This is an optimization exercise on Yosys and OpenROAD, whose aim is small area, a short achievable clock period and few clock cycles, not a production implementation.
Where RTL was checked, it was by simulation tests only, not by an equivalence proof against the original.
No functional check of the RTL was part of runs 3 to 5.
No activity file was given, so power comes from the tool's default toggle rates.

<file path="flow/config.mk">
export PLATFORM = sky130hd
export DESIGN_NAME = pdm_decim
export DESIGN_NICKNAME = pdm_decim
export VERILOG_FILES = /design/flow/design.v
export SDC_FILE = /design/flow/constraint.sdc
export NUM_CORES = 4
export LEC_CHECK = 0
export ABC_CLOCK_PERIOD_IN_PS = 3500
export CAP_MARGIN = 20
export CORE_MARGIN = 2
export CORE_UTILIZATION = 40
export PLACE_DENSITY = 0.6
export SETUP_SLACK_MARGIN = 5
export SLEW_MARGIN = 20
</file>
<file path="flow/constraint.sdc">
create_clock -name core_clock -period 12.0 [get_ports {clk}]
set_input_delay 2.4000 -clock core_clock [delete_from_list [all_inputs] [get_ports {clk}]]
set_output_delay 2.4000 -clock core_clock [all_outputs]
set_load 0.01 [all_outputs]
</file>
<file path="flow/design.v">
module pdm_decim (
    input  wire        clk,
    input  wire        rst,         
    input  wire [2:0]  cfg_ratio,   
    input  wire [1:0]  cfg_nch,     
    input  wire        cfg_bord,    
    input  wire [7:0]  cfg_gain,    
    input  wire        in_valid,
    output reg         in_ready,
    input  wire [7:0]  in_data,
    output reg         out_valid,
    input  wire        out_ready,
    output reg  [15:0] out_data,
    output reg  [1:0]  out_chan
);
    function [47:0] csa;
        input [23:0] a, b, c;
        csa = {{(a[22:0] & b[22:0]) | (a[22:0] & c[22:0]) | (b[22:0] & c[22:0]), 1'b0},
               a ^ b ^ c};
    endfunction
    function [51:0] csa26;
        input [25:0] a, b, c;
        csa26 = {{(a[24:0] & b[24:0]) | (a[24:0] & c[24:0]) | (b[24:0] & c[24:0]), 1'b0},
                 a ^ b ^ c};
    endfunction
    reg [1:0] c_nch;
    reg       c_bord;
    reg [7:0] c_gain;
    always @(posedge clk) begin
        c_nch   <= cfg_nch;
        c_bord  <= cfg_bord;
        c_gain  <= cfg_gain;
    end
    reg [7:0] c_oh;
    always @(posedge clk)
        c_oh <= 8'd1 << cfg_ratio;
    wire [4:0] k_g = ({5{c_oh[0]}} & 5'd2)
        | ({5{c_oh[1]}} & 5'd3)
        | ({5{c_oh[2]}} & 5'd4)
        | ({5{c_oh[3]}} & 5'd6)
        | ({5{c_oh[4]}} & 5'd8)
        | ({5{c_oh[5]}} & 5'd10)
        | ({5{c_oh[6]}} & 5'd16)
        | ({5{c_oh[7]}} & 5'd10);    
    wire [3:0] k_gm1 = ({4{c_oh[0]}} & 4'd1)
        | ({4{c_oh[1]}} & 4'd2)
        | ({4{c_oh[2]}} & 4'd3)
        | ({4{c_oh[3]}} & 4'd5)
        | ({4{c_oh[4]}} & 4'd7)
        | ({4{c_oh[5]}} & 4'd9)
        | ({4{c_oh[6]}} & 4'd15)
        | ({4{c_oh[7]}} & 4'd9);    
    wire [2:0] k_a = ({3{c_oh[0]}} & 3'd4)
        | ({3{c_oh[1]}} & 3'd3)
        | ({3{c_oh[2]}} & 3'd5)
        | ({3{c_oh[3]}} & 3'd4)
        | ({3{c_oh[4]}} & 3'd6)
        | ({3{c_oh[5]}} & 3'd4)
        | ({3{c_oh[6]}} & 3'd7)
        | ({3{c_oh[7]}} & 3'd4);    
    wire [21:0] k_c0 = ({22{c_oh[0]}} & 22'd4193896)
        | ({22{c_oh[1]}} & 22'd4193004)
        | ({22{c_oh[2]}} & 22'd4191312)
        | ({22{c_oh[3]}} & 22'd4184504)
        | ({22{c_oh[4]}} & 22'd4171424)
        | ({22{c_oh[5]}} & 22'd4150024)
        | ({22{c_oh[6]}} & 22'd4015424)
        | ({22{c_oh[7]}} & 22'd4150024);    
    wire [21:0] k_c1 = ({22{c_oh[0]}} & 22'd4192536)
        | ({22{c_oh[1]}} & 22'd4188404)
        | ({22{c_oh[2]}} & 22'd4180400)
        | ({22{c_oh[3]}} & 22'd4147656)
        | ({22{c_oh[4]}} & 22'd4084064)
        | ({22{c_oh[5]}} & 22'd3979384)
        | ({22{c_oh[6]}} & 22'd3316416)
        | ({22{c_oh[7]}} & 22'd3979384);    
    wire [21:0] k_c2 = ({22{c_oh[0]}} & 22'd4192256)
        | ({22{c_oh[1]}} & 22'd4187392)
        | ({22{c_oh[2]}} & 22'd4177920)
        | ({22{c_oh[3]}} & 22'd4139008)
        | ({22{c_oh[4]}} & 22'd4063232)
        | ({22{c_oh[5]}} & 22'd3938304)
        | ({22{c_oh[6]}} & 22'd3145728)
        | ({22{c_oh[7]}} & 22'd3938304);    
    wire [13:0] k_a0i = ({14{c_oh[0]}} & 14'd136)
        | ({14{c_oh[1]}} & 14'd300)
        | ({14{c_oh[2]}} & 14'd528)
        | ({14{c_oh[3]}} & 14'd1176)
        | ({14{c_oh[4]}} & 14'd2080)
        | ({14{c_oh[5]}} & 14'd3240)
        | ({14{c_oh[6]}} & 14'd8256)
        | ({14{c_oh[7]}} & 14'd3240);    
    wire [13:0] k_a1i = ({14{c_oh[0]}} & 14'd120)
        | ({14{c_oh[1]}} & 14'd276)
        | ({14{c_oh[2]}} & 14'd496)
        | ({14{c_oh[3]}} & 14'd1128)
        | ({14{c_oh[4]}} & 14'd2016)
        | ({14{c_oh[5]}} & 14'd3160)
        | ({14{c_oh[6]}} & 14'd8128)
        | ({14{c_oh[7]}} & 14'd3160);    
    wire [8:0] gm3 = ({9{c_oh[0]}} & 9'd6)
        | ({9{c_oh[1]}} & 9'd9)
        | ({9{c_oh[2]}} & 9'd12)
        | ({9{c_oh[3]}} & 9'd18)
        | ({9{c_oh[4]}} & 9'd24)
        | ({9{c_oh[5]}} & 9'd30)
        | ({9{c_oh[6]}} & 9'd48)
        | ({9{c_oh[7]}} & 9'd30);    
    wire [8:0] gm5 = ({9{c_oh[0]}} & 9'd10)
        | ({9{c_oh[1]}} & 9'd15)
        | ({9{c_oh[2]}} & 9'd20)
        | ({9{c_oh[3]}} & 9'd30)
        | ({9{c_oh[4]}} & 9'd40)
        | ({9{c_oh[5]}} & 9'd50)
        | ({9{c_oh[6]}} & 9'd80)
        | ({9{c_oh[7]}} & 9'd50);    
    wire [8:0] gm6 = ({9{c_oh[0]}} & 9'd12)
        | ({9{c_oh[1]}} & 9'd18)
        | ({9{c_oh[2]}} & 9'd24)
        | ({9{c_oh[3]}} & 9'd36)
        | ({9{c_oh[4]}} & 9'd48)
        | ({9{c_oh[5]}} & 9'd60)
        | ({9{c_oh[6]}} & 9'd96)
        | ({9{c_oh[7]}} & 9'd60);    
    wire [8:0] gm7 = ({9{c_oh[0]}} & 9'd14)
        | ({9{c_oh[1]}} & 9'd21)
        | ({9{c_oh[2]}} & 9'd28)
        | ({9{c_oh[3]}} & 9'd42)
        | ({9{c_oh[4]}} & 9'd56)
        | ({9{c_oh[5]}} & 9'd70)
        | ({9{c_oh[6]}} & 9'd112)
        | ({9{c_oh[7]}} & 9'd70);    
    wire       k_casc = c_oh[7];
    wire       d125   = c_oh[5] | c_oh[7];
    wire       d27    = c_oh[1] | c_oh[3];
    wire [8:0] gain_b = {c_gain[7], c_gain} + 9'd132;           
    wire [5:0] gain_q = gain_b / 9'd6;                           
    wire signed [7:0] sh_c = 8'sd31 - $signed({2'b00, gain_q})
                             + $signed({4'b0000, k_a, 1'b0}) + $signed({5'b00000, k_a});
    reg [5:0] q_sh;
    always @(posedge clk)
        q_sh <= sh_c[7] ? 6'd0 : (sh_c > 8'sd47) ? 6'd47 : sh_c[5:0];
    reg frz;                  
    reg [1:0] ocnt;           
    reg [15:0] sk_data;
    reg [1:0]  sk_chan;
    reg [7:0] a_byte;
    reg       a_v;
    always @(posedge clk) begin
        if (rst) begin
            a_v <= 1'b0;
        end else if (!frz) begin
            a_v    <= in_valid & in_ready;
            a_byte <= c_bord ? in_data : {in_data[0], in_data[1], in_data[2], in_data[3],
                                          in_data[4], in_data[5], in_data[6], in_data[7]};
        end
    end
    reg [1:0] a_ch;
    reg [3:0] a_b;
    reg       a_k0;           
    reg [4:0] a_bb;           
    reg [13:0] a_al0, a_al1;  
    reg [12:0] a_al2;         
    reg [5:0]  a_m3;          
    wire [4:0] a_dbb = a_bb - {1'b0, a_b} - 5'd1;
    reg [6:0]  a_m5, a_m7;    
    wire adv_a    = a_v & ~frz;
    wire a_chlast = (a_ch == c_nch);
    wire a_blast  = (a_b == k_gm1);
    always @(posedge clk) begin
        if (rst) begin
            a_ch <= 2'd0;
            a_b  <= 4'd0;
            a_k0 <= 1'b1;
        end else if (adv_a) begin
            a_ch <= a_chlast ? 2'd0 : a_ch + 2'd1;
            if (a_chlast) a_b <= a_blast ? 4'd0 : a_b + 4'd1;
            if (a_chlast & a_blast) a_k0 <= 1'b0;
        end
        if (rst | (adv_a & a_chlast & a_blast) | (~(adv_a & a_chlast) & (a_b == 4'd0))) begin
            a_bb  <= k_g;
            a_al0 <= k_a0i;
            a_al1 <= k_a1i;
            a_al2 <= 13'd0;
            a_m3  <= 6'd0;
            a_m5  <= 7'd0;
            a_m7  <= 7'd0;
        end else if (adv_a & a_chlast) begin
            a_bb  <= a_bb - 5'd1;
            a_al0 <= a_al0 - {a_bb - 5'd1, 6'd36};                     
            a_al1 <= a_al1 + {{3{a_dbb[4]}}, a_dbb, 6'd8};              
            a_al2 <= a_al2 + {1'b0, a_b, 6'd28};                        
            a_m3  <= a_m3 + 6'd3;
            a_m5  <= a_m5 + 7'd5;
            a_m7  <= a_m7 + 7'd7;
        end
    end
    wire [7:0] x = a_byte;
    wire [47:0] pa = csa({23'd0, x[0]}, {23'd0, x[1]}, {23'd0, x[2]});
    wire [47:0] pb = csa({23'd0, x[3]}, {23'd0, x[4]}, {23'd0, x[5]});
    wire [47:0] pc = csa(pa[23:0], pa[47:24], pb[23:0]);
    wire [47:0] pd = csa(pb[47:24], {23'd0, x[6]}, {23'd0, x[7]});
    wire [47:0] pe = csa(pc[23:0], pc[47:24], pd[23:0]);
    wire [47:0] pf = csa(pe[23:0], pe[47:24], pd[47:24]);
    wire [3:0]  p0_c = pf[3:0] + pf[27:24];
    wire [47:0] ra = csa({23'd0, x[2]}, {22'd0, x[3], x[3]}, {21'd0, x[4], x[4], 1'b0});
    wire [47:0] rb = csa({20'd0, x[5], 1'b0, x[5], 1'b0}, {20'd0, x[6], x[6], x[6], x[6]},
                         {19'd0, x[7], 1'b0, x[7], 1'b0, x[7]});
    wire [47:0] rc = csa(ra[23:0], ra[47:24], rb[23:0]);
    wire [47:0] rd = csa(rc[23:0], rc[47:24], rb[47:24]);
    wire [5:0]  p2_c = rd[5:0] + rd[29:24];
    wire [23:0] ub1 = x[1] ? {20'd0, a_b} : 24'd0;
    wire [23:0] ub2 = x[2] ? {19'd0, a_b, 1'b0} : 24'd0;
    wire [23:0] ub3 = x[3] ? {18'd0, a_m3} : 24'd0;
    wire [23:0] ub4 = x[4] ? {18'd0, a_b, 2'b0} : 24'd0;
    wire [23:0] ub5 = x[5] ? {17'd0, a_m5} : 24'd0;
    wire [23:0] ub6 = x[6] ? {17'd0, a_m3, 1'b0} : 24'd0;
    wire [23:0] ub7 = x[7] ? {17'd0, a_m7} : 24'd0;
    wire [47:0] ua  = csa(ub1, ub2, ub3);
    wire [47:0] ub  = csa(ub4, ub5, ub6);
    wire [47:0] uc  = csa(ua[23:0], ua[47:24], ub[23:0]);
    wire [47:0] ud  = csa(ub[47:24], ub7, uc[23:0]);
    wire [47:0] ue  = csa(uc[47:24], ud[23:0], ud[47:24]);
    wire [8:0]  v9_c = ue[8:0] + ue[32:24];
    wire [8:0]  gm1 = {4'd0, k_g}, gm2 = {3'd0, k_g, 1'b0}, gm4 = {2'd0, k_g, 2'b0};
    wire [23:0] gb1 = x[1] ? {15'd0, gm1} : 24'd0;
    wire [23:0] gb2 = x[2] ? {15'd0, gm2} : 24'd0;
    wire [23:0] gb3 = x[3] ? {15'd0, gm3} : 24'd0;
    wire [23:0] gb4 = x[4] ? {15'd0, gm4} : 24'd0;
    wire [23:0] gb5 = x[5] ? {15'd0, gm5} : 24'd0;
    wire [23:0] gb6 = x[6] ? {15'd0, gm6} : 24'd0;
    wire [23:0] gb7 = x[7] ? {15'd0, gm7} : 24'd0;
    wire [47:0] ga  = csa(gb1, gb2, gb3);
    wire [47:0] gbb = csa(gb4, gb5, gb6);
    wire [47:0] gc  = csa(ga[23:0], ga[47:24], gbb[23:0]);
    wire [47:0] gd  = csa(gbb[47:24], gb7, gc[23:0]);
    wire [47:0] ge  = csa(gc[47:24], gd[23:0], gd[47:24]);
    wire [8:0]  g9_c = ge[8:0] + ge[32:24];
    reg        b1_v, b1_last, b1_m01, b1_m2;
    reg [1:0]  b1_ch;
    reg [3:0]  b1_p0;
    reg [8:0]  b1_v9, b1_g9;
    reg [5:0]  b1_p2;
    reg [13:0] b1_al0, b1_al1;
    reg [12:0] b1_al2;
    always @(posedge clk) begin
        if (rst) begin
            b1_v <= 1'b0;
        end else if (!frz) begin
            b1_v    <= a_v;
            b1_last <= a_blast;
            b1_m01  <= a_k0 & (a_b == 4'd0);
            b1_m2   <= (a_b == 4'd0);
            b1_ch   <= a_ch;
            b1_p0   <= p0_c;
            b1_v9   <= v9_c;
            b1_g9   <= g9_c;
            b1_p2   <= p2_c;
            b1_al0  <= a_al0;
            b1_al1  <= a_al1;
            b1_al2  <= a_al2;
        end
    end
    function [71:0] alrows;
        input [13:0] al;
        input [3:0]  p;
        input [1:0]  k;
        alrows = {p[3] ? {7'd0, al, 3'd0} : p[2] ? {8'd0, al, 2'd0} : 24'd0,
                  p[1] ? {9'd0, al, 1'b0} : 24'd0,
                  (p[0] ? {10'd0, al} : 24'd0) | {22'd0, k}};
    endfunction
    wire [71:0] ra0 = alrows(b1_al0, b1_p0, 2'd1);
    wire [71:0] ra1 = alrows(b1_al1, b1_p0, 2'd2);
    wire [71:0] ra2 = alrows({1'b0, b1_al2}, b1_p0, 2'd0);
    wire [23:0] vr  = {12'd0, b1_v9, 3'd0};         
    wire [23:0] gr  = {12'd0, b1_g9, 3'd0};         
    wire [23:0] p2r = {18'd0, b1_p2};
    wire [47:0] e2a = csa(ra2[23:0], ra2[47:24], ra2[71:48]);
    wire [47:0] e2b = csa(vr, p2r, b1_last ? {2'd0, k_c2} : 24'd0);
    wire [47:0] e2c = csa(e2a[23:0], e2a[47:24], e2b[23:0]);
    wire [47:0] e2d = csa(e2c[23:0], e2c[47:24], e2b[47:24]);
    wire [21:0] d2_c = e2d[21:0] + e2d[45:24];
    wire [47:0] e0a = csa(ra0[23:0], ra0[47:24], ra0[71:48]);
    wire [47:0] e0b = csa(vr, p2r, ~gr);
    wire [47:0] e0c = csa(e0a[23:0], e0a[47:24], e0b[23:0]);
    wire [47:0] e0d = csa(e0c[23:0], e0c[47:24], e0b[47:24]);
    wire [15:0] d0_c = e0d[15:0] + e0d[39:24];
    wire [47:0] e1a = csa(ra1[23:0], ra1[47:24], ra1[71:48]);
    wire [47:0] e1b = csa(~{vr[22:0], 1'b0}, gr, ~{p2r[22:0], 1'b0});
    wire [47:0] e1c = csa(e1a[23:0], e1a[47:24], e1b[23:0]);
    wire [47:0] e1d = csa(e1c[23:0], e1c[47:24], e1b[47:24]);
    wire [16:0] d1_c = e1d[16:0] + e1d[40:24];
    reg        b2_v, b2_last, b2_m01, b2_m2;
    reg [1:0]  b2_ch;
    reg [15:0] b2_d0;
    reg [16:0] b2_d1;
    reg [21:0] b2_d2;
    always @(posedge clk) begin
        if (rst) begin
            b2_v <= 1'b0;
        end else if (!frz) begin
            b2_v    <= b1_v;
            b2_last <= b1_last;
            b2_m01  <= b1_m01;
            b2_m2   <= b1_m2;
            b2_ch   <= b1_ch;
            b2_d0   <= d0_c;
            b2_d1   <= d1_c;
            b2_d2   <= d2_c;
        end
    end
    reg [21:0] acc0 [0:3];
    reg [21:0] acc1 [0:3];
    reg [18:0] acc2 [0:3];
    wire [21:0] r0 = b2_m01 ? k_c0 : acc0[b2_ch];
    wire [21:0] r1 = b2_m01 ? k_c1 : acc1[b2_ch];
    wire [18:0] r2 = b2_m2  ? 19'd0 : acc2[b2_ch];
    wire [21:0] s0 = r0 + {6'd0, b2_d0};
    wire [21:0] s1 = r1 + {5'd0, b2_d1};
    wire [21:0] s2 = {3'd0, r2} + b2_d2;
    wire wr_c = b2_v & ~frz;
    always @(posedge clk) begin
        if (wr_c) begin
            acc0[b2_ch] <= b2_last ? s1 : s0;
            acc1[b2_ch] <= b2_last ? s2 : s1;
            if (!b2_last) acc2[b2_ch] <= s2[18:0];
        end
    end
    reg [21:0] c_y;
    reg        c_v;
    always @(posedge clk) begin
        if (rst) begin
            c_v <= 1'b0;
        end else if (!frz) begin
            c_v <= b2_v & b2_last;
            c_y <= s0;
        end
    end
    reg [21:0] fir1 [0:3];
    reg [24:0] firp [0:3];
    reg [1:0]  d_ch;
    reg        d_k0;          
    wire [21:0] f1r = d_k0 ? 22'd0 : fir1[d_ch];
    wire [24:0] fpr = d_k0 ? 25'd0 : firp[d_ch];
    wire [24:0] cyx = {{3{c_y[21]}}, c_y};
    wire [24:0] np_c = fpr + ~cyx + 25'd1;                   
    wire [23:0] m_c  = np_c[23:0] ^ {24{np_c[24]}};          
    wire [51:0] fpa  = csa26({cyx, 3'd0}, {cyx, 1'b0}, ~{{4{f1r[21]}}, f1r});
    wire [24:0] pn_c = fpa[24:0] + fpa[50:26] + 25'd1;         
    wire adv_d = c_v & ~frz;
    always @(posedge clk) begin
        if (adv_d) begin
            fir1[d_ch] <= c_y;
            firp[d_ch] <= pn_c;
        end
        if (rst) begin
            d_ch <= 2'd0;
            d_k0 <= 1'b1;
        end else if (adv_d) begin
            d_ch <= (d_ch == c_nch) ? 2'd0 : d_ch + 2'd1;
            if (d_ch == c_nch) d_k0 <= 1'b0;
        end
    end
    reg [23:0] d_m;
    reg        d_ng, d_v;
    always @(posedge clk) begin
        if (rst) begin
            d_v <= 1'b0;
        end else if (!frz) begin
            d_v  <= c_v;
            d_m  <= m_c;
            d_ng <= np_c[24];
        end
    end
    wire [23:0] e_mag = d_m + {23'd0, d_ng};
    wire [46:0] xw = {e_mag, 23'd0} >> q_sh;
    reg  [23:0] hi_mask;
    integer hm;
    always @(*) begin
        for (hm = 0; hm < 24; hm = hm + 1)
            hi_mask[hm] = (hm >= q_sh);
    end
    wire ovf_c = |(e_mag & hi_mask);
    reg [22:0] e_x;
    reg        e_ovf, e_ng, e_v;
    always @(posedge clk) begin
        if (rst) begin
            e_v <= 1'b0;
        end else if (!frz) begin
            e_v   <= d_v;
            e_x   <= xw[22:0];
            e_ovf <= ovf_c;
            e_ng  <= d_ng;
        end
    end
    wire [6:0]  xb0 = e_x[6:0];
    wire [6:0]  xb1 = e_x[13:7];
    wire [6:0]  xb2 = e_x[20:14];
    wire [1:0]  xb3 = e_x[22:21];
    wire [8:0]  xa0 = e_x[8:0];
    wire [8:0]  xa1 = e_x[17:9];
    wire [4:0]  xa2 = e_x[22:18];
    wire [6:0]  t27    = (xb3[1] ? (xb3[0] ? 7'd81 : 7'd54) : (xb3[0] ? 7'd27 : 7'd0));
    wire [15:0] t16777 = (xb3[1] ? (xb3[0] ? 16'd50331 : 16'd33554) : (xb3[0] ? 16'd16777 : 16'd0));
    wire [18:0] t9709  = (xa2[2] ? (xa2[1] ? (xa2[0] ? 19'd67945 : 19'd58236) : (xa2[0] ? 19'd48527 : 19'd38818)) : (xa2[1] ? (xa2[0] ? 19'd29109 : 19'd19400) : (xa2[0] ? 19'd9691 : -19'd18)));    
    wire [23:0] fr0 = d125 ? {17'd0, xb0} : d27 ? {15'd0, xa0} : 24'd0;
    wire [23:0] fr1 = d125 ? {17'd0, xb1} : d27 ? {15'd0, ~xa1} : 24'd0;
    wire [23:0] fr2 = d125 ? {16'd0, xb1, 1'b0} : d27 ? {19'd0, xa2} : 24'd0;
    wire [23:0] fr3 = d125 ? {17'd0, xb2} : d27 ? 24'd2 : 24'd0;
    wire [23:0] fr4 = d125 ? {14'd0, xb2, 3'd0} : 24'd0;
    wire [23:0] fr5 = d125 ? {17'd0, t27} : 24'd0;
    wire [47:0] fa  = csa(fr0, fr1, fr2);
    wire [47:0] fb  = csa(fr3, fr4, fr5);
    wire [47:0] fc  = csa(fa[23:0], fa[47:24], fb[23:0]);
    wire [47:0] fd  = csa(fc[23:0], fc[47:24], fb[47:24]);
    wire [10:0] f_c = fd[10:0] + fd[34:24];
    wire [23:0] zr0 = d125 ? {10'd0, xb2, xb1} : d27 ? {11'd0, xa1, 4'd0} : {8'd0, e_x[15:0]};
    wire [23:0] zr1 = d125 ? {17'd0, xb2} : d27 ? {14'd0, xa1, 1'b0} : 24'd1;
    wire [23:0] zr2 = d125 ? {16'd0, xb2, 1'b1} : d27 ? {15'd0, xa1} : 24'd0;
    wire [23:0] zr3 = d125 ? {8'd0, t16777} : d27 ? {5'd0, t9709} : 24'd0;
    wire [47:0] za  = csa(zr0, zr1, zr2);
    wire [47:0] zd  = csa(za[23:0], za[47:24], zr3);
    wire [18:0] z_c = zd[18:0] + zd[42:24];
    wire        s_c = e_ovf | (~d125 & ~d27 & (e_x[22:16] != 7'd0)) | (d27 & (e_x[22:21] != 2'd0));
    reg [10:0] v1_f;
    reg [18:0] v1_z;
    reg        v1_sat, v1_ng, v1_v;
    always @(posedge clk) begin
        if (rst) begin
            v1_v <= 1'b0;
        end else if (!frz) begin
            v1_v   <= e_v;
            v1_f   <= f_c;
            v1_z   <= z_c;
            v1_sat <= s_c;
            v1_ng  <= e_ng;
        end
    end
    wire [5:0]  fq   = d125 ? {2'b00, v1_f[10:7]} : d27 ? v1_f[10:5] : 6'd0;
    wire [7:0]  wr0  = d125 ? {1'b0, v1_f[6:0]} : {3'd0, v1_f[4:0]};
    wire [7:0]  wr1  = d125 ? {4'd0, v1_f[10:7]} : {2'd0, v1_f[10:5]};
    wire [7:0]  wr2  = d125 ? {3'd0, v1_f[10:7], 1'b0} : {v1_f[10:5], 2'd0};
    wire [47:0] wa   = csa({16'd0, wr0}, {16'd0, wr1}, {16'd0, wr2});
    wire [7:0]  w_c  = wa[7:0] + wa[31:24];
    wire [7:1]  wt   = {w_c >= 8'd189, w_c >= 8'd162, w_c >= 8'd135, w_c >= 8'd108,
                        w_c >= 8'd81, w_c >= 8'd54, w_c >= 8'd27};
    wire [2:0]  c27c = {wt[4], (wt[2] & ~wt[4]) | wt[6],
                        (wt[1] & ~wt[2]) | (wt[3] & ~wt[4]) | (wt[5] & ~wt[6]) | wt[7]};
    wire [2:0]  cc_c = d125 ? {2'b00, w_c >= 8'd125} : d27 ? c27c : 3'd0;
    wire [18:0] z2_c = v1_z + {13'd0, fq};
    reg [2:0]  v2_c;
    reg [18:0] v2_z;
    reg        v2_sat, v2_ng, v2_v;
    always @(posedge clk) begin
        if (rst) begin
            v2_v <= 1'b0;
        end else if (!frz) begin
            v2_v   <= v1_v;
            v2_c   <= cc_c;
            v2_z   <= z2_c;
            v2_sat <= v1_sat;
            v2_ng  <= v1_ng;
        end
    end
    wire [2:0] cc   = v2_c;
    wire [18:0] zp  = v2_z + {16'd0, cc};                
    wire [18:0] zn  = ~v2_z + 19'd2 - {16'd0, cc};       
    wire        t_sat = v2_sat | (zp[18:16] != 3'd0);
    wire        t_ng  = v2_ng;
    wire [15:0] p_c   = t_sat ? (t_ng ? 16'h8000 : 16'h7fff) : (t_ng ? zn[16:1] : zp[16:1]);
    wire        p_v   = v2_v;
    reg signed [15:0] g_p;
    reg               g_v;
    always @(posedge clk) begin
        if (rst) begin
            g_v <= 1'b0;
        end else if (!frz) begin
            g_v <= p_v & k_casc;
            g_p <= p_c;
        end
    end
    reg [21:0] hb_u [0:3];
    reg [20:0] hb_v [0:3];
    reg [15:0] hb_w [0:3];
    reg [1:0]  h_ch;
    reg [1:0]  h_n;           
    reg        h_odd;
    wire signed [21:0] hu = (h_n != 2'd2) ? 22'sd0 : $signed(hb_u[h_ch]);
    wire signed [20:0] hv = (h_n == 2'd0) ? 21'sd0 : $signed(hb_v[h_ch]);
    wire signed [15:0] hw = (h_n != 2'd2) ? 16'sd0 : $signed(hb_w[h_ch]);
    wire [23:0] gx  = {{8{g_p[15]}}, g_p};
    wire [23:0] hvx = {{3{hv[20]}}, hv};
    wire [23:0] hwx = {{8{hw[15]}}, hw};
    wire signed [21:0] hy = hu - g_p;
    wire [47:0] hua = csa(hvx, {gx[20:0], 3'd0}, gx);
    wire [21:0] hu_n = hua[21:0] + hua[45:24];
    wire [47:0] hva = csa(h_odd ? {gx[20:0], 3'd0} : hvx, h_odd ? gx : {gx[19:0], 4'd0},
                          h_odd ? ~hwx : 24'd0);
    wire [20:0] hv_n = hva[20:0] + hva[44:24] + {20'd0, h_odd};
    wire adv_h = g_v & ~frz;
    always @(posedge clk) begin
        if (adv_h) begin
            hb_v[h_ch] <= hv_n;
            if (h_odd) begin
                hb_u[h_ch] <= hu_n;
                hb_w[h_ch] <= g_p;
            end
        end
        if (rst) begin
            h_ch  <= 2'd0;
            h_n   <= 2'd0;
            h_odd <= 1'b0;
        end else if (adv_h) begin
            if (h_ch == c_nch) begin
                h_ch  <= 2'd0;
                h_odd <= ~h_odd;
                if (h_n != 2'd2) h_n <= h_n + 2'd1;
            end else begin
                h_ch <= h_ch + 2'd1;
            end
        end
    end
    reg signed [21:0] h_y;
    reg               h_v;
    reg [1:0]         h_c;
    always @(posedge clk) begin
        if (rst) begin
            h_v <= 1'b0;
        end else if (!frz) begin
            h_v <= g_v & h_odd;
            h_y <= hy;
            h_c <= h_ch;
        end
    end
    wire signed [21:0] hr  = (h_y + (h_y[21] ? 22'sd15 : 22'sd16)) >>> 5;
    wire [15:0] h_res = (hr > 22'sd32767) ? 16'h7fff :
                        (hr < -22'sd32768) ? 16'h8000 : hr[15:0];
    reg [1:0] o_ch;           
    wire        r_v  = k_casc ? h_v : p_v;
    wire [15:0] r_d  = k_casc ? h_res : p_c;
    wire [1:0]  r_c  = k_casc ? h_c : o_ch;
    wire push = r_v & ~frz;
    wire pop  = out_valid & out_ready;
    wire [1:0] ocnt_nx = ocnt + {1'b0, push} - {1'b0, pop};
    always @(posedge clk) begin
        if (rst) begin
            ocnt      <= 2'd0;
            out_valid <= 1'b0;
            frz       <= 1'b0;
            in_ready  <= 1'b0;
            o_ch      <= 2'd0;
        end else begin
            ocnt      <= ocnt_nx;
            out_valid <= (ocnt_nx != 2'd0);
            frz       <= (ocnt_nx == 2'd2);
            in_ready  <= (ocnt_nx != 2'd2);
            if (push & ~k_casc) o_ch <= (o_ch == c_nch) ? 2'd0 : o_ch + 2'd1;
        end
        if (ocnt == 2'd0 || (ocnt == 2'd1 && pop)) begin
            if (push) begin
                out_data <= r_d;
                out_chan <= r_c;
            end
        end else if (ocnt == 2'd2 && pop) begin
            out_data <= sk_data;
            out_chan <= sk_chan;
        end
        if (push && ocnt == 2'd1 && !pop) begin
            sk_data <= r_d;
            sk_chan <= r_c;
        end
    end
endmodule
</file>
<file path="flow/run.sh">
#!/bin/bash
# synth_recipe.tcl (not shown) runs the flow's synth.tcl, then flattens the netlist and writes it again
# the make line also repeats each setting of config.mk as NAME=value (left out here)
make -C /OpenROAD-flow-scripts/flow DESIGN_CONFIG=/design/flow/config.mk WORK_HOME=/design/flow/orfs CLKGATE_MAP_FILE= SYNTH_SCRIPT=/design/flow/synth_recipe.tcl finish
</file>
==> results of run 1 <==
[worst paths after layout]
| path | from | end | slack [ps] | depth (start not counted) |
|---|---|---|---|---|
| max | c_oh[7] | v1_z[17] | 5800 | 18 |
| min | v1_ng | v2_ng | 420 | 0 |
| max reg2reg | c_oh[7] | v1_z[17] | 5800 | 18 |
| min reg2reg | v1_ng | v2_ng | 420 | 0 |
[logic make-up after synthesis]
kind of cell / share of synthesized area
xor gates and xnor gates: 0.0497
adders and majority gates: 0.159
and+or+nand+nor: 0.108
buffers and inverters: 0.0407
AOI/OAI and AO/OA: 0.0926
muxes: 0.0757
DFF: 0.474
[sequential cells by signal, summed over array words and instances, names as in the netlist, 19 cells and up, named ones only]
name   flops
firp     100
acc1      88
acc2      76
acc0      88
h_y       22
fir1      88
hb_u      88
v2_z      19
hb_v      84
d_m       24
v1_z      19
b2_d2     22
c_y       22
hb_w      64
e_x       23
[where the power goes]
| part | switching (µW) | total [µW] | internal, µW |
|---|---|---|---|
| logic | 5610 | 9590 | 3970 |
| registers | 514 | 6310 | 5800 |
| clock network | 1710 | 4080 | 2370 |
| total | 7840 | 20000 | 12100 |
[layer usage]
| metal | GRT usage | routed length (µm) | up-vias |
|---|---|---|---|
| met5 | 0 | 0 | - |
| met4 | 0.0702 | 6230 | 0 |
| li1 | - | - | 21000 |
| met1 | 0.236 | 70500 | 22100 |
| met3 | 0.0237 | 6610 | 276 |
| met2 | 0.333 | 84600 | 965 |
[worst max-delay path, delay by kind of cell (launching register included)]
family                   cells  cell delay (ps)
AND/OR/NAND/NOR              7             2640
adder cells (fa/ha/maj)      3             1420
AO/OA/AOI/OAI                5             1010
buffers and inverters        3              660
flip-flops                   1              290
[placed cells by master, fill, tap and decap left out, types with 172 or more instances in the layout]
cell type and count:
edfxtp_1 1042, nor2_1 343, and2_1 234, mux4_2 172, o21ai_0 209, ha_1 450, inv_1 547, fa_1 274
nand2_1 388, a21oi_1 274, xnor2_1 288
[metrics by stage]
stage | total power, µW | cell area (µm²) | util
after floorplan | 13600 | 70000 | -
after global placement | 15800 | 73200 | 0.421
after detailed placement | 16000 | 73200 | 0.421
after CTS | 20100 | 77600 | 0.446
after global routing | 21600 | 77600 | 0.446
final | 20000 | 77600 | 0.446
[cell type report]
cell class                      count  share of cell area
Multi-Input combinational cell   3944               0.439
Sequential cell                  1135               0.428
Clock buffer                      153              0.0440
Tap cell                         2325              0.0375
Inverter                          553              0.0268
Timing Repair Buffer              118              0.0128
Clock inverter                     89              0.0128
==> notes.md, run 1 <==
YS warnings: 1
Post-Layout Cell Count: 8317
Cell accounting for the most synthesized area: edfxtp_1
Worst skew pair latency: 780 ps
TNS Setup: 0 ps
Die Ht: 422 µm
CTS Buf Count: 131
Vias: 44400
CTS tree: built
Critical setup path kind: reg2reg
Post-Place Worst Slack: 5860 ps
Power Density: 257 nW/µm²
Final min period: 6200 ps
Routed WL per cell: 20.2 µm
Global-route wire length before repair: 263000 µm
Slew @ Worst Pin: 1080 ps
DRC Markers: 0
Syn Inst Count: 5821
DP HPWL: 120000 µm
Initial antenna violation count: 2
Critical Path Source Type: register
Worst setup EP type: register
Share of cells above drive strength 1: 0.104
Die ar.: 178000 µm²
Worst slew margin: 0.273
Vias in the first global route: 45400
FFs w/ async S/R, synth: 0
Ranking of synthesized cells by area: edfxtp_1 45%, ha_1 8.1%, fa_1 7.8%, mux4_2 5.5%, xnor2_1 3.6%
Gpl congestion: 0.872
Crit path max fanout: 40
Final hold violation count: 0
Core area: 174000 µm²
CP Data Required Time: 12640 ps
Critical path's largest stage delay: 760 ps
# hold bufs at CTS: 0
Largest net degree at the start of global routing: 74
First-pass DRT Iterations: 5
Most common cell in the netlist: edfxtp_1
Area grow syn2layout: 10.9%
Synth Register Bits: 1135
Pleak: 0.0300 µW
EDFF count, synth: 1042
Post_cts resized: 0
Root buf cell: clkbuf_16
Syn nets: 6571
CP max-delay cell: nor2_1
Post-synth top cells: 1042 x edfxtp_1, 548 x inv_1, 450 x ha_1
Main synth FF type: edfxtp_1
Post-synth cell types: 102
Postcts setup bufs: 0
Setup-failing EPs final: 0
# rows: 153
Total global-route track usage: 0.189
Placed Cells: 8075
Register clock-pin slew on the reported worst setup and hold paths: 60 ps
Slew Limit Fails: 0
Final WS setup: 5800 ps
Clock Tree Buf Depth: 3
Worst hold slack: 420 ps
ANT cells: 0
Buffers added on ports: 44
Synthesized area: 69900 µm²
Maximum vdd drop: 200 µV
Fin crit share: 0.517
Clock sinks: 1135
Fillers: 16000
Die W: 422 µm
H-tree depth: 4
FF+latch area: 33200 µm²
Fmax: 0.161 GHz
Starting density of the core: 0.402
Multi-input gate area: 34000 µm²
Final ANT Viol Nets: 0
Syn_area_per_cell: 12.0 µm²
Sequential-to-total area share from yosys stat: 0.474
Tightest Hold Check Type: reg2reg
Status: timing/DRC/antenna clean
Via density: 5.33
Drt first-iter violations: 3118
Grt ovf: 0
Post-Route WL: 168000 µm
Cell Chain, Critical Path: buf_4 -> or2_2 -> buf_4 -> nor2_1 -> a21boi_0 -> fa_1 -> fa_1 -> inv_1 -> ha_1 -> nor2b_1 -> o21ai_0 -> a21oi_1 -> o211ai_1 -> a21oi_1 -> nor3_1 -> nor3_1 -> or4_1 -> nand3_1
# nets final: 6633
Io pins: 46
Max-cap violation count: 0
Worst Skew: 35.5 ps
RSZ-0062 raised after global routing: no
Yosys top cell area share: 0.447
Arrival time of the worst setup path: 6840 ps
Testbench counts, summed over its fixed seeds: cycles 21,972.
==> inputs of run 2 (changes only) <==
==> flow/flow/run.sh (new file) <==
#!/bin/bash
# Standard layout, with the resizer free to change a cell's footprint and a
# tighter timing-repair target (setup slack to reach at the design's period).
set -euo pipefail
bash standard.sh MATCH_CELL_FOOTPRINT=0 SETUP_SLACK_MARGIN=7 finish > standard_flow.log 2>&1
==> flow/standard.sh (new file) <==
#!/bin/bash
# synth_recipe.tcl (not shown) runs the flow's synth.tcl, then flattens the netlist and writes it again
# the make line also repeats each setting of config.mk as NAME=value (left out here)
make -C /OpenROAD-flow-scripts/flow DESIGN_CONFIG=/design/flow/config.mk WORK_HOME=/design/flow/orfs CLKGATE_MAP_FILE= SYNTH_SCRIPT=/design/flow/synth_recipe.tcl "${@:-finish}"
--- a/flow/config.mk
+++ b/flow/config.mk
@@ -7,3 +7,2 @@
 export LEC_CHECK = 0
-export ABC_CLOCK_PERIOD_IN_PS = 3500
 export CAP_MARGIN = 20
@@ -12,3 +11,2 @@
 export PLACE_DENSITY = 0.6
-export SETUP_SLACK_MARGIN = 5
 export SLEW_MARGIN = 20
removed: flow/run.sh
==> notes.md, run 2 <==
Total global-route track usage: 0.191 (+0.00241)
Die W: 422 µm (unchanged)
Buffers added on ports: 44 (unchanged)
Vias: 44900 (+1.3%)
Most common cell in the netlist: edfxtp_1
Cell accounting for the most synthesized area: edfxtp_1
# nets final: 6683 (+0.75%)
H-tree depth: 4 (unchanged)
Initial antenna violation count: 6 (+4)
Fillers: 15900 (-0.71%)
Synthesized area: 69900 µm² (unchanged)
Global-route wire length before repair: 265000 µm (+0.90%)
Final ANT Viol Nets: 0 (unchanged)
Arrival time of the worst setup path: 5480 ps (-1360 ps)
Max-cap violation count: 0 (unchanged)
Maximum vdd drop: 272 µV (+36%)
Main synth FF type: edfxtp_1
Syn Inst Count: 5821 (unchanged)
Synth Register Bits: 1135 (unchanged)
Clock Tree Buf Depth: 3 (unchanged)
Most used cell, CP: fa_1
Worst hold slack: 410 ps (-10.2 ps)
Syn nets: 6571 (unchanged)
Worst Skew: 31.5 ps (-4.01 ps)
Number of flip-flops in the largest register: 100 (unchanged)
Final hold violation count: 0 (unchanged)
Yosys top cell area share: 0.447 (unchanged)
CTS tree: built
Worst skew pair latency: 780 ps (about the same)
YS warnings: 1 (unchanged)
CP Data Required Time: 12530 ps (-110 ps)
# rows: 153 (unchanged)
Crit path max fanout: 11 (-73%)
CP max-delay cell: nor2_1
Fin crit share: 0.412 (-0.104)
EDFF count, synth: 1042 (unchanged)
Final min period: 4950 ps (-1250 ps)
Slew @ Worst Pin: 1130 ps (+48.2 ps)
Sequential-to-total area share from yosys stat: 0.474 (unchanged)
Hold path depth: 0 (unchanged)
Reg2Reg Depth: 17 (-1)
Critical path's largest stage delay: 550 ps (-210 ps)
Post-layout utilization of the core: 0.452 (+0.00563)
DRC Markers: 0 (unchanged)
Post-synth top cells: 1042 x edfxtp_1, 548 x inv_1, 450 x ha_1
Critical Path Source Type: register
TNS Setup: 0 ps (unchanged)
Worst hold endpoint: v1_ng
Critical setup path kind: reg2reg
CTS Buf Count: 131 (unchanged)
Commonest cells after routing, fill and taps aside: 1042 x edfxtp_1, 548 x inv_1, 448 x ha_1
Critical R2R Launch: c_oh[4]
Commonest non-fill, non-tap cell in the layout: edfxtp_1
Starting density of the core: 0.402 (unchanged)
Setup-failing EPs final: 0 (unchanged)
Fmax: 0.202 GHz (+25%)
Critical R2R Capture: b1_g9[8]
First-pass DRT Iterations: 6 (+1)
Worst slew margin: 0.244 (-0.0287)
Root buf cell: clkbuf_16
Worst setup EP type: register
Die ar.: 178000 µm² (unchanged)
FFs w/ async S/R, synth: 0 (unchanged)
Die Ht: 422 µm (unchanged)
Area grow syn2layout: 12.3%
DP HPWL: 120000 µm (-0.16%)
Pleak: 0.0304 µW (+1.5%)
Routed WL per cell: 20.5 µm (+1.7%)
Cell Chain, Critical Path: buf_4 -> nor2_1 -> nand2_1 -> nand2_1 -> fa_1 -> fa_1 -> inv_1 -> fa_1 -> fa_1 -> inv_1 -> fa_2 -> inv_1 -> a21oi_1 -> o21bai_1 -> a21o_1 -> a21oi_2 -> xnor2_1
Clock sinks: 1135 (unchanged)
Via density: 5.37 (+0.73%)
Hold Startpoint: e_ng
Post-Route WL: 172000 µm (+2.3%)
Core area: 174000 µm² (unchanged)
Slew Limit Fails: 0 (unchanged)
Post-synth cell types: 102 (unchanged)
Drt first-iter violations: 3400 (+9.0%)
Register clock-pin slew on the reported worst setup and hold paths: 60 ps (about the same)
Vias in the first global route: 45500 (+0.19%)
Gpl congestion: 0.857 (-1.7%)
Biggest register: firp
Status: timing/DRC/antenna clean
Power Density: 260 nW/µm² (+0.97%)
Io pins: 46 (unchanged)
Share of cells above drive strength 1: 0.121 (+0.0165)
Largest net degree at the start of global routing: 156 (+110%)
R2r setup slk: 7050 ps (+1250 ps)
Grt ovf: 0 (unchanged)
Ranking of synthesized cells by area: edfxtp_1 45%, ha_1 8.1%, fa_1 7.8%, mux4_2 5.5%, xnor2_1 3.6%
RSZ-0062 raised after global routing: yes
Tightest Hold Check Type: reg2reg
Multi-input gate area: 34400 µm² (+0.95%)
Syn_area_per_cell: 12.0 µm² (unchanged)
FF+latch area: 33200 µm² (about the same)
## run 2: layout make-up
class | instances | area share
inverters | 553 | 0.0264
diodes | 1 | 0.0000319
multi-input cells | 3945 | 0.437
flip-flops and latches | 1135 | 0.422
well taps | 2325 | 0.0370
clock buffers | 167 | 0.0450
clock inverters | 75 | 0.00997
repair buffers | 167 | 0.0219
## run 2: stage by stage
step / setup WS, ps / cells / area [µm²] / total power, µW
after global routing: 6920 / 8367 / 78600 / 22000
after global placement: 6030 / 8071 / 73200 / 16000
after CTS: 6970 / 8338 / 78000 / 20400
after detailed placement: 5970 / 8071 / 73200 / 16100
after floorplan: 4370 / 5821 / 70000 / 13600
final: 7050 / 8368 / 78600 / 20400
## run 2: repair_timing
action | in CTS | in global routing
setup endpoints to repair | 219 | 109
pin swaps | 7 | 18
buffers inserted | 24 | 26
hold buffers | 0 | 0
resized for setup | 67 | 73
cloned | 1 | 3
## run 2: worst max path at each step
| stage | startpoint | end | slack, ps |
|---|---|---|---|
| 4_1_cts | c_oh[3] | v1_f[10] | 6970 |
| 6_report | c_oh[4] | b1_g9[8] | 7050 |
| 2_1_floorplan | rst | register | 4370 |
| 5_1_grt | c_oh[1] | v1_z[17] | 6920 |
| 3_5_place_dp | c_oh[7] | v1_z[17] | 5970 |
| 3_3_place_gp | c_oh[7] | v1_f[10] | 6030 |
## run 2: per-layer routing
layer,vias up,track usage,part of all wire
met3,260,0.0275,0.047
met4,0,0.0506,0.025
met1,22500,0.252,0.43
met5,-,0,0
li1,21200,-,-
met2,1023,0.330,0.50
## run 2: power breakdown
group | switching (µW) | internal [µW]
registers | 551 | 5800
clock network | 1680 | 2310
logic | 5890 | 4180
## run 2: cells by family (layout without fill, tap and decap cells)
group,after synthesis,in the layout,synth area share
and+or+nand+nor,1519,1520,0.108
DFF,1135,1135,0.474
AOI/OAI and AO/OA,1000,1000,0.0926
buffers and inverters,742,962,0.0407
adders and majority gates,725,725,0.159
xor gates and xnor gates,397,397,0.0497
muxes,303,303,0.0757
other,0,1,0
## run 2: critical path: cells and delay by family (launching register included)
family	cells	cell delay (ps)
flip-flops	1	410
XOR/XNOR	1	120
adder cells (fa/ha/maj)	5	2290
buffers and inverters	4	440
AND/OR/NAND/NOR	3	980
AO/OA/AOI/OAI	4	470
==> inputs of run 3 (changes only) <==
--- a/flow/design.v
+++ b/flow/design.v
@@ -493,3 +493,11 @@
     wire [23:0] hwx = {{8{hw[15]}}, hw};
-    wire signed [21:0] hy = hu - g_p;
+    wire [23:0] hux = {{2{hu[21]}}, hu};
+    wire [47:0] hya = csa(hux, ~gx, 24'd17);
+    wire [47:0] hyb = csa(hux, ~gx, 24'd16);
+    wire [21:0] hza = hya[21:0] + hya[45:24];       
+    wire [21:0] hzb = hyb[21:0] + hyb[45:24];       
+    wire        hneg = hza[21] | (hza[20:4] == 17'd0);
+    wire [16:0] hr   = hneg ? hzb[21:5] : hza[21:5];
+    wire [15:0] h_res = (~hr[16] & hr[15]) ? 16'h7fff :
+                        (hr[16] & ~hr[15]) ? 16'h8000 : hr[15:0];
     wire [47:0] hua = csa(hvx, {gx[20:0], 3'd0}, gx);
@@ -522,21 +530,6 @@
     end
-    reg signed [21:0] h_y;
-    reg               h_v;
-    reg [1:0]         h_c;
-    always @(posedge clk) begin
-        if (rst) begin
-            h_v <= 1'b0;
-        end else if (!frz) begin
-            h_v <= g_v & h_odd;
-            h_y <= hy;
-            h_c <= h_ch;
-        end
-    end
-    wire signed [21:0] hr  = (h_y + (h_y[21] ? 22'sd15 : 22'sd16)) >>> 5;
-    wire [15:0] h_res = (hr > 22'sd32767) ? 16'h7fff :
-                        (hr < -22'sd32768) ? 16'h8000 : hr[15:0];
     reg [1:0] o_ch;           
-    wire        r_v  = k_casc ? h_v : p_v;
+    wire        r_v  = k_casc ? (g_v & h_odd) : p_v;
     wire [15:0] r_d  = k_casc ? h_res : p_c;
-    wire [1:0]  r_c  = k_casc ? h_c : o_ch;
+    wire [1:0]  r_c  = k_casc ? h_ch : o_ch;
     wire push = r_v & ~frz;
==> notes.md, run 3 <==
Worst setup EP type: register
# nets final: 6874 (+2.9%)
Post-synth cell types: 90 (-12%)
Final hold violation count: 0 (unchanged)
Vias: 45700 (+1.7%)
Buffers added on ports: 44 (unchanged)
Grt ovf: 0 (unchanged)
Vias in the first global route: 46300 (+1.9%)
Total internal power: 12900 µW (+5.2%)
CP Data Required Time: 12530 ps (about the same)
Switch share: 0.394 (-0.00447)
Worst hold slack: 420 ps (+10.5 ps)
YS warnings: 1 (unchanged)
Die Ht: 420 µm (-0.51%)
First-pass DRT Iterations: 6 (unchanged)
Starting density of the core: 0.403 (+0.000744)
Max-cap violation count: 0 (unchanged)
CTS tree: built
Die W: 420 µm (-0.51%)
Sequential-to-total area share from yosys stat: 0.468 (-0.00583)
Root buf cell: clkbuf_16
Power Density: 263 nW/µm² (+1.2%)
Post-layout utilization of the core: 0.472 (+0.0203)
Final min period: 5240 ps (+295 ps)
Io pins: 46 (unchanged)
EDFF count, synth: 1018 (-2.3%)
Commonest non-fill, non-tap cell in the layout: edfxtp_1
DP HPWL: 117000 µm (-2.5%)
Clock sinks: 1110 (-2.2%)
Syn_area_per_cell: 11.9 µm² (-1.3%)
Synth Area in Adders: 0.163 (+0.00402)
Routed WL per cell: 20.3 µm (-1.0%)
Synthesized area: 69200 µm² (-1.0%)
Worst slew margin: 0.353 (+0.108)
Area after DPL: 72700 µm² (-0.69%)
Core area: 172000 µm² (-1.2%)
Setup-failing EPs final: 0 (unchanged)
Arrival time of the worst setup path: 5770 ps (+290 ps)
Cell accounting for the most synthesized area: edfxtp_1
Gpl congestion: 0.864 (+0.84%)
DRC Markers: 0 (unchanged)
Clock Tree Buf Depth: 3 (unchanged)
Critical setup path kind: reg2reg
Initial antenna violation count: 2 (-4)
Total global-route track usage: 0.195 (+0.00357)
Synth Register Bits: 1110 (-2.2%)
RSZ-0062 raised after global routing: yes
Number of flip-flops in the largest register: 100 (unchanged)
Switching Power: 8390 µW (+3.3%)
Post-Route WL: 173000 µm (+0.82%)
Yosys top cell area share: 0.442 (-0.00581)
Critical Path Source Type: register
Post-synth top cells: 1018 x edfxtp_1, 586 x inv_1, 464 x ha_1
Clock power frac: 0.185 (-0.011)
Register clock-pin slew on the reported worst setup and hold paths: 60 ps (about the same)
Slew Limit Fails: 0 (unchanged)
TNS Setup: 0 ps (unchanged)
Commonest cells after routing, fill and taps aside: 1018 x edfxtp_1, 576 x inv_1, 423 x ha_1
Fin crit share: 0.437 (+0.0246)
Biggest register: firp
H-tree depth: 3 (-1)
Final ANT Viol Nets: 0 (unchanged)
Share of cells above drive strength 1: 0.178 (+0.0577)
Worst skew pair latency: 800 ps (+20 ps)
Fillers: 15300 (-3.7%)
Synth Area in XOR/XNOR: 0.0492 (-0.000519)
CTS Buf Count: 117 (-11%)
Global-route wire length before repair: 266000 µm (+0.46%)
Ranking of synthesized cells by area: edfxtp_1 44%, ha_1 8.4%, fa_1 7.9%, mux4_2 5.4%, xnor2_1 3.5%
Area fraction in compound gates after synthesis: 0.0936 (+0.000971)
Die ar.: 176000 µm² (-1.0%)
Largest net degree at the start of global routing: 147 (-5.8%)
Logic pwr share: 0.524 (+0.031)
Worst Skew: 67.8 ps (+36.2 ps)
Crit path max fanout: 7 (-4)
Simple-Gate Fraction of Synth Area: 0.103 (-0.00493)
Main combinational cell family by area after synthesis: adder cells
Tightest Hold Check Type: reg2reg
Design area: 81100 µm² (+3.2%)
Slew @ Worst Pin: 971 ps (-159 ps)
# rows: 152 (-0.65%)
FFs w/ async S/R, synth: 0 (unchanged)
Drt first-iter violations: 3276 (-3.6%)
Syn nets: 6603 (+0.49%)
Maximum vdd drop: 283 µV (+3.9%)
Reg power frac: 0.291 (-0.020)
Via density: 5.36 (-0.21%)
Status: timing/DRC/antenna clean
Total power: 21300 µW (+4.4%)
# hold bufs at CTS: 0 (unchanged)
Main synth FF type: edfxtp_1
Most common cell in the netlist: edfxtp_1
Area grow syn2layout: 17.2%
Pleak: 0.0317 µW (+4.2%)
Fmax: 0.191 GHz (-5.6%)
Multiplexer share of the synthesized area: 0.0791 (+0.00340)
Syn Inst Count: 5840 (+0.33%)
run 3: cell count changes after synthesis, moves of 20 or more:
cell / change
clkbuf_1: +35
nand2_1: -21
edfxtp_1: -24
mux2i_1: +41
o21a_1: -20
inv_1: +38
a21oi_1: +24
run 3: cell type report:
class                   instances  area, µm²  share of cell area
clock inverters                78       1180              0.0145
well taps                    2310       2890              0.0356
flip-flops and latches       1110      32400               0.400
inverters                     588       2210              0.0273
multi-input cells            3935      35800               0.441
repair buffers                359       3570              0.0440
clock buffers                 143       3050              0.0376
diodes                          2       5.00           0.0000617
run 3: power by group through the flow:
stage               sequential, µW  clock, µW  combinational, µW
floorplan                     5990          0               7200
global placement              6280          0               9280
detailed placement            6290          0               9410
CTS                           6200       4040              10400
global route                  6250       4190              12400
finish                        6200       3950              11200
run 3: through the flow:
stage	setup WS [ps]	std cells
floorplan	4750	5840
global placement	5340	8064
detailed placement	5320	8064
CTS	6740	8450
global route	6620	8524
finish	6760	8525
run 3: cells by family after synthesis:
family | Yosys count
mux | 329
simple gates | 1459
buf+inv | 795
xor+xnor | 388
fa+ha+maj | 739
compound gates | 1020
flops | 1110
run 3: repair_timing:
item                                    4_1_cts  5_1_grt
endpoints found under the setup margin      391      200
resized for setup                           295      221
cloned                                       10        1
pin swaps                                   145      171
buffers inserted                            155       72
run 3: worst paths after layout:
kind / from / endpoint / slack (ps) / cells after the start
setup reg to reg: register / out_data[4] / 6760 / 18
hold reg to reg: v1_ng / v2_ng / 420 / 0
hold / removal: v1_ng / v2_ng / 420 / 0
setup / recovery: register / out_data[4] / 6760 / 18
run 3: critical path, stage by stage, from the launching register on:
cell and delay [ps]:
dfxtp_4 460, buf_12 160, mux4_2 490, and2_1 180, ha_1 320, ha_4 290, a21oi_1 280, o21ai_1 180
a21oi_2 240, o221ai_2 140, xor2_1 180, or4_4 570, buf_12 160, o21ai_4 190, mux2i_4 330, o21ai_4 110
buf_6 170, and4b_1 190, o31a_1 330
run 3: layer usage:
metal  routed length (µm)  track usage
met3                 7320       0.0229
met5                    0            0
met2                87400        0.343
met1                72800        0.247
met4                 5700       0.0668
==> inputs of run 4 (changes only) <==
--- a/flow/config.mk
+++ b/flow/config.mk
@@ -9,4 +9,4 @@
 export CORE_MARGIN = 2
-export CORE_UTILIZATION = 40
-export PLACE_DENSITY = 0.6
+export CORE_UTILIZATION = 55
+export PLACE_DENSITY = 0.75
 export SLEW_MARGIN = 20
==> notes.md, run 4 <==
Max-cap violation count: 0 (unchanged)
Multiplexer share of the synthesized area: 0.0791 (unchanged)
Setup-failing EPs final: 0 (unchanged)
Worst hold slack: 419 ps (-1.72 ps)
Post-synth cell types: 90 (unchanged)
Global-route wire length before repair: 261000 µm (-1.8%)
Synth Area in XOR/XNOR: 0.0492 (unchanged)
Vias in the first global route: 47300 (+2.1%)
Via density: 5.95 (+11%)
TNS Setup: 0 ps (unchanged)
Share of cells above drive strength 1: 0.173 (-0.00578)
Worst skew pair latency: 760 ps (-40 ps)
Cell accounting for the most synthesized area: edfxtp_1
Die ar.: 129000 µm² (-27%)
Drt first-iter violations: 4089 (+25%)
RSZ-0062 raised after global routing: yes
Io pins: 46 (unchanged)
Routed WL per cell: 21.9 µm (+7.7%)
ANT cells: 0 (-2)
Slew @ Worst Pin: 1180 ps (+205 ps)
Tightest Hold Check Type: reg2reg
YS warnings: 1 (unchanged)
Fmax: 0.191 GHz (+0.27%)
EDFF count, synth: 1018 (unchanged)
Largest net degree at the start of global routing: 161 (+9.5%)
Final hold violation count: 0 (unchanged)
Worst slew margin: 0.216 (-0.137)
Yosys top cell area share: 0.442 (unchanged)
Buffers added on ports: 44 (unchanged)
Power Density: 257 nW/µm² (-2.3%)
Die Ht: 359 µm (-15%)
Critical setup path kind: reg2reg
CTS Buf Count: 113 (-3.4%)
Fin crit share: 0.436 (-0.00118)
DP HPWL: 113000 µm (-3.7%)
FFs w/ async S/R, synth: 0 (unchanged)
Maximum vdd drop: 290 µV (+2.5%)
Die W: 359 µm (-15%)
Crit path max fanout: 7 (unchanged)
H-tree depth: 3 (unchanged)
Area grow syn2layout: 14.9%
Initial antenna violation count: 0 (-2)
# nets final: 6807 (-0.97%)
Commonest non-fill, non-tap cell in the layout: edfxtp_1
Starting density of the core: 0.553 (+0.150)
Total global-route track usage: 0.262 (+0.0668)
Area fraction in compound gates after synthesis: 0.0936 (unchanged)
Worst Skew: 40.5 ps (-27.3 ps)
Syn Inst Count: 5840 (unchanged)
Clock sinks: 1110 (unchanged)
Most common cell in the netlist: edfxtp_1
Biggest register: firp
Pleak: 0.0313 µW (-1.4%)
Ranking of synthesized cells by area: edfxtp_1 44%, ha_1 8.4%, fa_1 7.9%, mux4_2 5.4%, xnor2_1 3.5%
Syn_area_per_cell: 11.9 µm² (unchanged)
Core area: 125000 µm² (-27%)
Post-synth top cells: 1018 x edfxtp_1, 586 x inv_1, 464 x ha_1
Status: timing/DRC/antenna clean
Worst setup EP type: register
Synth Register Bits: 1110 (unchanged)
Post-Route WL: 171000 µm (-1.5%)
Number of flip-flops in the largest register: 100 (unchanged)
Main synth FF type: edfxtp_1
Synth Area in Adders: 0.163 (unchanged)
Final min period: 5230 ps (-14.2 ps)
Root buf cell: clkbuf_16
Slew Limit Fails: 0 (unchanged)
Sequential-to-total area share from yosys stat: 0.468 (unchanged)
Main combinational cell family by area after synthesis: adder cells
# rows: 130 (-14%)
Register clock-pin slew on the reported worst setup and hold paths: 60 ps (about the same)
Syn nets: 6603 (unchanged)
Clock Tree Buf Depth: 3 (unchanged)
Critical Path Source Type: register
DRC Markers: 0 (unchanged)
Post-Place Worst Slack: 5580 ps (+264 ps)
Grt ovf: 0 (unchanged)
Final WS setup: 6770 ps (+14.2 ps)
First-pass DRT Iterations: 5 (-1)
Synthesized area: 69200 µm² (unchanged)
CP Data Required Time: 12480 ps (-50 ps)
Simple-Gate Fraction of Synth Area: 0.103 (unchanged)
CTS tree: built
Final ANT Viol Nets: 0 (unchanged)
Commonest cells after routing, fill and taps aside: 1018 x edfxtp_1, 580 x inv_1, 421 x ha_1
Arrival time of the worst setup path: 5710 ps (-60 ps)
Vias: 46400 (+1.5%)
Gpl congestion: 0.924 (+6.9%)
[run 4: cell counts after synthesis]
Identical to the previous run, type by type.
[run 4: where the power goes]
part           leakage (µW)  total [µW]  switching, µW  internal (µW)
Sequential           0.0102        6210            529           5680
Clock               0.00188        3690           1550           2140
Combinational        0.0192       10500           6070           4480
[run 4: timing repair]
action | CTS | global route
hold buffers | 0 | 0
gates cloned | 9 | 3
buffers inserted | 124 | 56
pin swaps | 103 | 142
gates resized for setup | 286 | 248
endpoints found under the setup margin | 317 | 176
[run 4: metal layers]
layer,global-route usage,part of all wire
met1,0.318,0.38
met2,0.464,0.51
met3,0.0383,0.060
met4,0.112,0.043
met5,0,0
[run 4: cell type report]
| class | count | area [µm²] |
|---|---|---|
| flip-flops and latches | 1110 | 32400 |
| clock buffers | 145 | 3140 |
| multi-input cells | 3937 | 36000 |
| well taps | 1650 | 2060 |
| repair buffers | 294 | 2930 |
| clock inverters | 69 | 771 |
| inverters | 588 | 2210 |
| fillers | 9256 | 45700 |
[run 4: cells by family (layout without fill, tap and decap cells)]
group / count (synthesis) / count (layout)
mux: 329 / 329
buf+inv: 795 / 1096
compound gates: 1020 / 1020
xor+xnor: 388 / 388
simple gates: 1459 / 1461
flops: 1110 / 1110
fa+ha+maj: 739 / 739
[run 4: worst max-delay path, cell delays in order, from the launching register on]
cell and delay (ps):
dfxtp_4 360, buf_12 140, buf_12 140, buf_6 100, mux4_2 480, and2_4 180
ha_4 220, ha_4 340, a21oi_4 90, o21a_1 230, o21ai_0 310, a31oi_2 210
o21ai_1 140, xnor2_1 80, or4_4 500, o21a_4 290, buf_12 140, o311ai_4 260
xor2_2 150, maj3_2 350, mux2_2 270
[run 4: through the flow]
| step | power (µW) | cell area [µm²] | instances | util |
|---|---|---|---|---|
| final | 20400 | 79600 | 7793 | 0.635 |
| after global routing | 21800 | 79600 | 7793 | 0.635 |
| after floorplan | 13200 | 69600 | 5840 | - |
| after global placement | 15300 | 71700 | 7387 | 0.573 |
| after detailed placement | 15600 | 71700 | 7387 | 0.573 |
| after CTS | 19800 | 78000 | 7734 | 0.623 |
[run 4: worst paths after layout]
path                            cells after the start    endpoint  slack [ps]     start
worst max-delay path                               20  sk_data[2]        6770  register
worst min-delay path                                0      b2_m01         420    b1_m01
worst max register to register                     20  sk_data[2]        6770  register
worst min register to register                      0      b2_m01         420    b1_m01
==> inputs of run 5 (changes only) <==
--- a/flow/config.mk
+++ b/flow/config.mk
@@ -9,4 +9,5 @@
 export CORE_MARGIN = 2
-export CORE_UTILIZATION = 55
-export PLACE_DENSITY = 0.75
+export CORE_UTILIZATION = 40
+export CTS_BUF_LIST = sky130_fd_sc_hd__clkbuf_4 sky130_fd_sc_hd__clkbuf_8
+export PLACE_DENSITY = 0.6
 export SLEW_MARGIN = 20
==> notes.md, run 5 <==
Status: timing/DRC/antenna clean
Slew Limit Fails: 0 (unchanged)
Syn_area_per_cell: 11.9 µm² (unchanged)
Most common cell in the netlist: edfxtp_1
Global-route wire length before repair: 267000 µm (+2.2%)
Synth Area in Adders: 0.163 (unchanged)
H-tree depth: 4 (+1)
Setup-failing EPs final: 0 (unchanged)
# hold bufs at CTS: 0 (unchanged)
Maximum vdd drop: 278 µV (-4.2%)
Ranking of synthesized cells by area: edfxtp_1 44%, ha_1 8.4%, fa_1 7.9%, mux4_2 5.4%, xnor2_1 3.5%
Synthesized area: 69200 µm² (unchanged)
Pleak: 0.0316 µW (+1.2%)
Worst Skew: 54.5 ps (+14.0 ps)
Via density: 5.30 (-11%)
Area fraction in compound gates after synthesis: 0.0936 (unchanged)
Io pins: 46 (unchanged)
Root buf cell: clkbuf_8
Slew @ Worst Pin: 961 ps (-215 ps)
Core area: 172000 µm² (+37%)
Die ar.: 176000 µm² (+37%)
# nets final: 6927 (+1.8%)
Gpl congestion: 0.864 (-6.5%)
Worst setup EP type: register
Area grow syn2layout: 16.4%
# rows: 152 (+17%)
Placed Cells: 8064 (+9.2%)
Clock power frac: 0.171 (-0.009)
Starting density of the core: 0.403 (-0.150)
Grt ovf: 0 (unchanged)
Critical Path Source Type: register
Initial antenna violation count: 3 (+3)
Post-Layout Cell Count: 8635 (+11%)
Post-synth cell types: 90 (unchanged)
Biggest register: firp
Critical setup path kind: reg2reg
Post-Route WL: 174000 µm (+2.1%)
DRC Markers: 0 (unchanged)
Main combinational cell family by area after synthesis: adder cells
RSZ-0062 raised after global routing: yes
Commonest cells after routing, fill and taps aside: 1018 x edfxtp_1, 580 x inv_1, 427 x ha_1
First-pass DRT Iterations: 7 (+2)
DP HPWL: 117000 µm (+3.8%)
Clock Tree Buf Depth: 3 (unchanged)
Worst skew pair latency: 960 ps (+200 ps)
Power Density: 256 nW/µm² (-0.20%)
Commonest non-fill, non-tap cell in the layout: edfxtp_1
Final hold violation count: 0 (unchanged)
Post-layout utilization of the core: 0.469 (-0.166)
EDFF count, synth: 1018 (unchanged)
Multiplexer share of the synthesized area: 0.0791 (unchanged)
Vias: 45800 (-1.3%)
Sequential-to-total area share from yosys stat: 0.468 (unchanged)
Max-cap violation count: 0 (unchanged)
Reg power frac: 0.300 (-0.004)
Synth Register Bits: 1110 (unchanged)
Total global-route track usage: 0.196 (-0.0652)
Arrival time of the worst setup path: 6000 ps (+290 ps)
Switch share: 0.405 (+0.00627)
Switching Power: 8360 µW (+2.6%)
Final min period: 5290 ps (+58.6 ps)
Yosys top cell area share: 0.442 (unchanged)
Fmax: 0.189 GHz (-1.1%)
YS warnings: 1 (unchanged)
Syn Inst Count: 5840 (unchanged)
R2r setup slk: 6710 ps (-60 ps)
Logic pwr share: 0.529 (+0.013)
Register clock-pin slew on the reported worst setup and hold paths: 60 ps (about the same)
CP Data Required Time: 12710 ps (+230 ps)
Main synth FF type: edfxtp_1
Die W: 420 µm (+17%)
Cell accounting for the most synthesized area: edfxtp_1
Total internal power: 12300 µW (about the same)
FFs w/ async S/R, synth: 0 (unchanged)
Clock sinks: 1110 (unchanged)
Final ANT Viol Nets: 0 (unchanged)
Buffers added on ports: 44 (unchanged)
Tightest Hold Check Type: reg2reg
Share of cells above drive strength 1: 0.190 (+0.0175)
Syn nets: 6603 (unchanged)
Post-synth top cells: 1018 x edfxtp_1, 586 x inv_1, 464 x ha_1
Routed WL per cell: 20.2 µm (-7.9%)
Crit path max fanout: 13 (+6)
Fin crit share: 0.441 (+0.00489)
Simple-Gate Fraction of Synth Area: 0.103 (unchanged)
CTS tree: built
Die Ht: 420 µm (+17%)
TNS Setup: 0 ps (unchanged)
Synth Area in XOR/XNOR: 0.0492 (unchanged)
Number of flip-flops in the largest register: 100 (unchanged)
CTS Buf Count: 187 (+65%)
Vias in the first global route: 46900 (-0.88%)
Drt first-iter violations: 3215 (-21%)
Largest net degree at the start of global routing: 147 (-8.7%)
Worst slew margin: 0.358 (+0.142)
## run 5: cell counts after synthesis
Identical to the previous run, type by type.
## run 5: worst paths after layout
path | startpoint | endpoint | cells after the start
setup / recovery | register | sk_data[2] | 18
hold / removal | v1_ng | v2_ng | 0
setup reg to reg | register | sk_data[2] | 18
hold reg to reg | v1_ng | v2_ng | 0
## run 5: metrics by stage
stage / hold WS [ps] / setup WS (ps) / power [µW] / instance area (µm²)
finish: 420 / 6710 / 20700 / 80500
global route: 437 / 6600 / 22300 / 80500
CTS: 423 / 6750 / 20100 / 79300
detailed placement: 408 / 5320 / 15700 / 72700
global placement: 403 / 5340 / 15600 / 72700
floorplan: 400 / 4750 / 13200 / 69600
## run 5: cell families (layout without fill, tap and decap cells)
group	after synthesis	in the layout
AOI/OAI and AO/OA	1020	1020
xor gates and xnor gates	388	388
adders and majority gates	739	739
buffers and inverters	795	1274
DFF	1110	1110
muxes	329	329
other	0	6
and+or+nand+nor	1459	1459
## run 5: what timing repair did
action | 4_1_cts | 5_1_grt
buffers inserted | 146 | 64
setup endpoints to repair | 387 | 206
gates resized for setup | 319 | 168
pin swaps | 117 | 136
cloned | 7 | 4
endpoints found under the hold margin | 0 | 0
## run 5: critical path: stages (launching register included)
cell	delay (ps)
dfxtp_4	460
buf_8	170
mux4_2	480
and2_1	180
ha_1	320
ha_4	290
a21oi_1	310
o21ai_2	130
a21oi_2	210
o21ai_2	130
xnor2_1	170
nand4_1	140
or4_4	550
o21a_4	280
buf_12	140
o311ai_4	290
xor2_2	150
maj3_2	360
mux2_4	270
## run 5: layout make-up
cell class	instances	area, µm²
Clock inverter	90	737
Sequential cell	1110	32400
Inverter	588	2210
Fill cell	15400	91200
Antenna cell	6	15.0
Multi-Input combinational cell	3935	35700
Clock buffer	254	3160
Timing Repair Buffer	342	3370
Tap cell	2310	2890
## run 5: per-layer routing
metal	up-vias	track usage	wire (µm)
li1	21600	-	-
met1	22800	0.247	73100
met2	1064	0.343	87400
met3	306	0.0285	7930
met4	0	0.0708	5750
met5	-	0	0
## run 5: power by group through the flow
stage | logic [µW] | clock network (µW) | registers [µW]
floorplan | 7200 | 0 | 5990
global placement | 9280 | 0 | 6280
detailed placement | 9410 | 0 | 6290
CTS | 10300 | 3610 | 6200
global route | 12200 | 3780 | 6250
finish | 10900 | 3520 | 6200

-- separate check: timing with driven ports --
The results above use ideal ports. As a check the final layouts listed here were re-extracted and re-timed, cells and wires unchanged.
Step 1 assumes that a clkbuf_16 drives the clock port and a buf_2 every other input.
Step 2 moves the port delays by t, midway between the first and last clock arrival at a register: inputs arrive t later, outputs are due t later. That takes back most of the time a late clock gives input paths.
Slacks: no drivers / after step 1 / after step 2; pairs: no drivers / after step 1.
run	shift t [ns]	slack for setup (ns)	slew at the worst register clock pin (ns)	cell pins on the clock port's net
run 1	0.847	5.799 / 5.799 / 5.799	0.07 / 0.07	1
run 2	0.858	7.052 / 7.052 / 6.905	0.07 / 0.07	1
run 3	0.854	6.757 / 6.757 / 6.530	0.07 / 0.07	1
run 4	0.809	6.772 / 6.772 / 6.598	0.07 / 0.07	1
run 5	1.030	6.713 / 6.713 / 6.557	0.07 / 0.07	1
After both steps setup and hold are still met in every run listed. The setup slack of run 3, which loses most, moves by 0.000 ns with the drivers and by -0.227 ns with both steps.
